Background: an optimization exercise with open tools, aiming at small area, a short achievable clock period and few clock cycles per item. Do not read the settings as production practice. For this run, only the layout was checked, not whether the RTL still works. Power and IR drop assume default switching activity.

## flow/run.sh

```bash
#!/bin/bash
# synth_recipe.tcl (not shown) runs the flow's synth.tcl, then flattens the netlist and writes it again
# the make line also repeats each setting of config.mk as NAME=value (left out here)
make -C /OpenROAD-flow-scripts/flow DESIGN_CONFIG=/design/flow/config.mk WORK_HOME=/design/flow/orfs CLKGATE_MAP_FILE= SYNTH_SCRIPT=/design/flow/synth_recipe.tcl finish
```

## flow/config.mk

```make
export PLATFORM = sky130hd
export DESIGN_NAME = ptouch_rle
export DESIGN_NICKNAME = ptouch_rle
export VERILOG_FILES = /design/flow/design.v
export SDC_FILE = /design/flow/constraint.sdc
export NUM_CORES = 4
export LEC_CHECK = 0
export ABC_CLOCK_PERIOD_IN_PS = 2500
export CAP_MARGIN = 20
export CORE_MARGIN = 2
export CORE_UTILIZATION = 40
export SETUP_SLACK_MARGIN = 5
export SLEW_MARGIN = 20
```

## flow/constraint.sdc

```tcl
create_clock -name core_clock -period 8.0 [get_ports {clk}]
set_input_delay 1.6000 -clock core_clock [delete_from_list [all_inputs] [get_ports {clk}]]
set_output_delay 1.6000 -clock core_clock [all_outputs]
set_load 0.01 [all_outputs]
```

## flow/design.v

```verilog
module ptouch_rle (
    input  wire       clk,
    input  wire       rst,         
    input  wire       in_valid,
    output reg        in_ready,
    input  wire [7:0] in_data,
    input  wire       in_last,
    output reg        out_valid,
    input  wire       out_ready,
    output reg  [7:0] out_data,
    output reg        out_last
);
    localparam       QD = 8;          
    localparam       QW = 3;          
    wire in_fire = in_valid && in_ready;
    reg [1023:0] ring;
    always @(posedge clk)
        ring <= {ring[1015:0], in_ready ? in_data : ring[1023:1016]};
    reg  [6:0] T;           
    reg  [8:0] E;           
    reg       n_v, n_l, c_v, c_l;
    reg [7:0] n_b, c_b;
    reg       run;           
    reg [7:0] rl;
    reg [6:0] k;             
    reg [9:0]    q [0:QD-1];
    reg [QW-1:0] q_wp, q_rp;
    reg [QW:0]   q_cnt;
    wire cls  = c_v && (c_l || n_v) && (q_cnt != QD);
    wire eqx  = !c_l && (n_b == c_b);    
    reg       push;
    reg [9:0] push_d;
    always @(*) begin
        push   = 1'b0;
        push_d = 10'd0;
        if (cls) begin
            if (run) begin
                if (c_l || !eqx || rl == 8'd254) begin
                    push   = 1'b1;
                    push_d = {1'b1, rl, c_l};            
                end
            end else if (eqx) begin
                if (k != 7'd0) begin
                    push   = 1'b1;
                    push_d = {1'b0, 1'b0, k - 7'd1, 1'b0};
                end
            end else if (c_l || k == 7'd126) begin
                push   = 1'b1;
                push_d = {1'b0, 1'b0, k, c_l};           
            end
        end
    end
    reg       busy, b_run, b_last;
    reg [7:0] rm;            
    reg [8:0] ridx;          
    reg [6:0] sel;           
    reg       s_v, s_l;      
    reg [7:0] s_d;
    wire       q_ne  = (q_cnt != 0);
    wire [9:0] head  = q[q_rp];
    wire       pop   = !s_v && !busy && q_ne;
    wire       dok   = !s_v && busy && !sel[6];       
    wire [7:0] rdat  = ring[{sel[5:0], 3'b000} +: 8];
    wire       p_v = pop || dok;
    wire [7:0] p_d = pop ? (head[9] ? 8'd0 - head[8:1] : {1'b0, head[7:1]}) : rdat;
    wire       p_l = dok && b_last && (b_run || rm == 8'd0);
    reg [8:0] nidx;
    always @(*) begin
        if (pop)
            nidx = head[9] ? ridx + {1'b0, head[8:1]} : ridx;
        else if (dok && !b_run)
            nidx = ridx + 9'd1;
        else
            nidx = (busy && b_run) ? ridx + {1'b0, rm} : ridx;
    end
    wire [8:0] needed = (busy || q_ne || !run) ? ridx : E - 9'd2;
    wire [8:0] occ    = E + {8'd0, in_fire} - needed;
    wire resync = !c_v && !n_v && !busy && !q_ne && (run || k == 7'd0);
    wire lock_next = in_fire || resync || (T + 7'd1 == E[6:0]);
    wire [QW:0] q_cnt_next = q_cnt + {{QW{1'b0}}, push} - {{QW{1'b0}}, pop};
    wire oload = !out_valid || out_ready;
    integer j;
    always @(posedge clk) begin
        if (rst) begin
            T <= 7'd0;
            E <= 9'd0;
            in_ready <= 1'b0;
            n_v <= 1'b0; c_v <= 1'b0; n_l <= 1'b0; c_l <= 1'b0;
            run <= 1'b0; rl <= 8'd0; k <= 7'd0;
            q_wp <= 0; q_rp <= 0; q_cnt <= 0;
            busy <= 1'b0; b_run <= 1'b0; b_last <= 1'b0; rm <= 8'd0;
            ridx <= 9'd0; sel <= 7'd0; s_v <= 1'b0;
            out_valid <= 1'b0; out_data <= 8'd0; out_last <= 1'b0;
        end else begin
            T <= (in_fire || !resync) ? T + 7'd1 : E[6:0];
            if (in_fire) E <= E + 9'd1;
            in_ready <= lock_next && (occ < 9'd128) && (q_cnt_next < QD);
            if (cls || !c_v) begin
                c_v <= n_v; c_b <= n_b; c_l <= n_l;
                n_v <= in_fire;
            end else if (in_fire) begin
                n_v <= 1'b1;
            end
            if (in_ready) begin
                n_b <= in_data; n_l <= in_last;
            end
            if (cls) begin
                if (run) begin
                    if (c_l || !eqx || rl == 8'd254) run <= 1'b0;
                    rl <= rl + 8'd1;
                end else if (eqx) begin
                    run <= 1'b1;
                    rl  <= 8'd1;
                    k   <= 7'd0;
                end else begin
                    k <= (c_l || k == 7'd126) ? 7'd0 : k + 7'd1;
                end
            end
            if (push) begin
                q[q_wp] <= push_d;
                q_wp <= q_wp + 1'b1;
            end
            if (pop) q_rp <= q_rp + 1'b1;
            q_cnt <= q_cnt_next;
            sel <= T - nidx[6:0];
            if (pop) begin
                busy   <= 1'b1;
                b_run  <= head[9];
                b_last <= head[0];
                rm     <= head[8:1];
            end else if (dok) begin
                if (b_run) begin
                    busy <= 1'b0;
                    ridx <= ridx + {1'b0, rm} + 9'd1;
                end else begin
                    ridx <= ridx + 9'd1;
                    if (rm == 8'd0) busy <= 1'b0;
                    rm <= rm - 8'd1;
                end
            end
            if (oload) begin
                if (s_v) begin
                    out_valid <= 1'b1; out_data <= s_d; out_last <= s_l;
                    s_v <= 1'b0;
                end else begin
                    out_valid <= p_v; out_data <= p_d; out_last <= p_l;
                end
            end else if (p_v) begin
                s_v <= 1'b1; s_d <= p_d; s_l <= p_l;
            end
        end
    end
endmodule
```

==> run summary <==
## layout make-up
class	count	area [um^2]	area share (%)
clock buffers	155	3163	7.625
clock inverters	42	528.0	1.273
inverters	42	166.4	0.4011
multi-input cells	930	9449	22.78
flip-flops and latches	1217	25450	61.36
well taps	1155	1445	3.484
repair buffers	116	1279	3.083
## cell families after synthesis
group / count (synthesis)
flops: 1217
mux: 212
buf+inv: 135
compound gates: 239
fa+ha+maj: 62
xor+xnor: 76
simple gates: 341
## where the power goes
group	switching (W)	total [W]	internal, W
Clock	0.00220	0.00520	0.00300
Sequential	0.000435	0.00719	0.00676
Combinational	0.00168	0.00333	0.00166
## sequential cells by signal, indices dropped and copies added, names as in the netlist, 3 cells and up, named ones only
register	cells
c_b	8
sel	7
ridx	9
out_data	8
q	80
s_d	8
k	7
T	7
rm	8
rl	8
q_rp	3
ring	1024
q_wp	3
n_b	8
q_cnt	4
E	9
## layer usage
| metal | routed length, um | track usage (%) |
|---|---|---|
| met5 | 0 | 0 |
| met4 | 1669 | 5.036 |
| met3 | 2649 | 2.406 |
| met2 | 30510 | 23.24 |
| met1 | 30110 | 20.00 |
## worst max-delay path: cells and delay by family, from the launching register on
kind	cells	cell delay (ns)
compound gates	7	0.93
mux	3	0.89
fa+ha+maj	2	0.57
simple gates	2	0.47
flops	1	0.42
buf+inv	1	0.10
xor+xnor	1	0.09
## through the flow
stage / hold WS (ns) / util [%] / instance area (um^2) / setup WS (ns)
global placement: 0.3095 / 42.03 / 36400 / 3.843
floorplan: 0.3096 / - / 35080 / 4.536
global route: 0.3150 / 47.89 / 41480 / 4.300
detailed placement: 0.3121 / 42.05 / 36430 / 3.785
CTS: 0.3169 / 47.23 / 40910 / 4.478
finish: 0.3166 / 47.89 / 41480 / 4.448
## cell usage in the layout, fill, tap and decap left out, types with 10 or more instances in the layout
cell and instances:
nor3_1 17, ha_1 47, clkbuf_1 20, nand3_1 23
xor2_1 41, clkdlybuf4s50_1 10, mux4_2 164, a211oi_1 12
mux2_2 15, and3_1 10, nand2_1 79, mux2i_1 25
edfxtp_1 105, nand4_1 13, dfxtp_2 16, clkbuf_8 24
o21ai_0 36, xnor2_1 32, clkinv_2 17, buf_6 11
nor2_1 110, clkbuf_16 113, a21oi_1 68, inv_1 30
a21o_1 11, a22oi_1 17, buf_4 63, dfxtp_1 1091
## repair_timing
action                     CTS  global route
pin swaps                   35            46
setup endpoints to repair  137            64
resized for setup          100            63
setup buffers               44            28
gates cloned                 3             3
## path summary, 6_finish.rpt
kind	from	end	slack, ns	cells past startpoint
hold / removal	ring[889]$_DFF_P_	ring[897]$_DFF_P_	0.32	0
setup reg to reg	flip-flop	sel[6]$_SDFF_PP0_	4.45	16
hold reg to reg	ring[889]$_DFF_P_	ring[897]$_DFF_P_	0.32	0
setup / recovery	flip-flop	sel[6]$_SDFF_PP0_	4.45	16
==> run summary <==
* Status: complete, no violations
* Syn avg cell area at around 15 um^2
* Share of Yosys cell area claimed by the top area cell type at a little under two thirds
* Die area at 0.08963 mm^2
* Count leader, synth: dfxtp_1
* Crit. End Element: flip-flop
* Mapped cell area at 0.03490 mm^2
* Pwr/cell area at 379.1 mW/mm^2
* Fmax at 281.5 MHz
* Synth Register Bits at 1217
* Initial DRC Count at ~1.1k
* Via-to-Cell Ratio at 4.890
* Global-route wire length before repair at 103500 um
* Hold WC Path Type: reg2reg
* Tot GR Track Use at between 10% and 20%
* Hold Fails Final Rpt at 0
* Relative slew slack at between 40 and 50%
* Row count at approximately 110
* Worst-path cell chain: mux4_2, mux2i_4, inv_2, ha_4, a21o_1, a21oi_2, xnor2_1, o211ai_1, o21ai_1, ha_1, o21ai_4, a21boi_4, o21ai_2, nor3b_2, or3_1, mux2i_1
* Port bufs at 23
* Cts bufs inserted at 108
* Latest clock arrival within the worst-skew pair at 0.67 ns
* Post-route ant nets at 0
* Commonest cells in the netlist: dfxtp_1 (1112), mux4_2 (163), nor2_1 (117)
* WL final at around 65000 um
* Most used flip-flop cell after synthesis: dfxtp_1
* Largest net degree at the start of global routing at 61
* Crit-path max FO at 6
* Final setup viols at 0
* Dpl cells at around 3.4k
* Async SR Flop Fraction at 0%
* Critical-path top delay cell: mux4_2
* # IOs at 24
* Top cells by area, synth: dfxtp_1 (64%), mux4_2 (11%), edfxtp_1 (9.0%)
* Mapped Nets at approximately 2.4k
* Vias in the first global route at between 15k and 20k
* YS warnings at 1
* Max-cap violations at 0
* Initial core utilization at 40.29%
* Hold buffers post-CTS at 0
* Finished Layout Cells at ~3.7k
* Leading area contributor after synthesis: dfxtp_1
* Layout cells sized above 1 at around 22%
* Peak supply drop at approximately 0.0002 V
* Chip height at roughly 300 um
* Minimum clock period at approximately 3.6 ns
* Clock tree from TritonCTS: yes
* Largest family of logic cells by synthesized area: multiplexers
* Least-Margin Pin Slew at 0.8236 ns
* RSZ-0062 raised after global routing: yes
* Clock Tree Buf Depth at 3
* Final setup TNS at 0 ns
* Library cells used by synthesis at approximately 80
* Gp weighted congestion at 0.8073
* Drt first pass iters at 5
* Critical path arrival at 4.15 ns
* Area of the core at ~0.087 mm^2
* XOR/XNOR Fraction of Synth Area at about 1.9%
* Wire length per cell at around 18 um
* CP Class: reg2reg
* Total power at between 0.015 and 0.02 W
* Post-Synth Simple-Gate Area at 4.732%
* Post-DP HPWL at approximately 38000 um
* Area Overhead vs Synth at 18.86%
* Synth Area in Compound Gates at about 4.5%
* Inserted Diodes at 0
* Nets at between 2k and 2.5k
* Initial antenna violation count at 1
* Pleak at 15.66 nW
* Die X at about 300 um
* Final Max Tran Viols at 0
* Drt drc at 0
* Post-Syn Instances at about 2.3k
* Congestion Overflow GR at 0
* CTS sink cnt at around 1.2k
* Startpoint Class: flip-flop
* Worst EP required at between 8 and 9 ns
* Clock-pin slew on the worst setup and hold paths at approximately 0.060 ns
* Post-synth EDFFs at 105
* Worst path max stage delay at about 0.54 ns
* Clock skew at between 0.015 and 0.02 ns
* Mux share of post-synthesis cell area at approximately an eighth
* Synth Area in Adders at under 10%
* Root Driver: clkbuf_16
* H-tree Lvls at 3
* Fill count at between 7k and 8k
* Register area share after synthesis at 72.82%
* Vias after detailed routing at 17.88k
* Period utilisation layout at between 40 and 50%

## static timing again, ports no longer ideal
The flow's constraints put no driver on any port. The routed layout listed below was extracted and timed again, unchanged, in two steps. Step 1 sets driving cells, clkbuf_16 on the clock port and buf_2 on the other inputs (assumed; they add their load-dependent delay and slew). Step 2 also shifts input and output timing later by t, the mid clock arrival at the registers, as if the neighbouring blocks saw the same clock. Slacks: ideal ports / drivers / drivers and shift; pairs: ideal ports / drivers.
t, ns: 0.722
slack for setup (ns): 4.448 / 4.448 / 4.354
latest minus earliest clock arrival (ns): 0.021 / 0.021
After both steps this run still meets setup and hold. For this run, drivers alone change the setup slack by 0.000 ns; drivers and shift together by -0.094 ns.
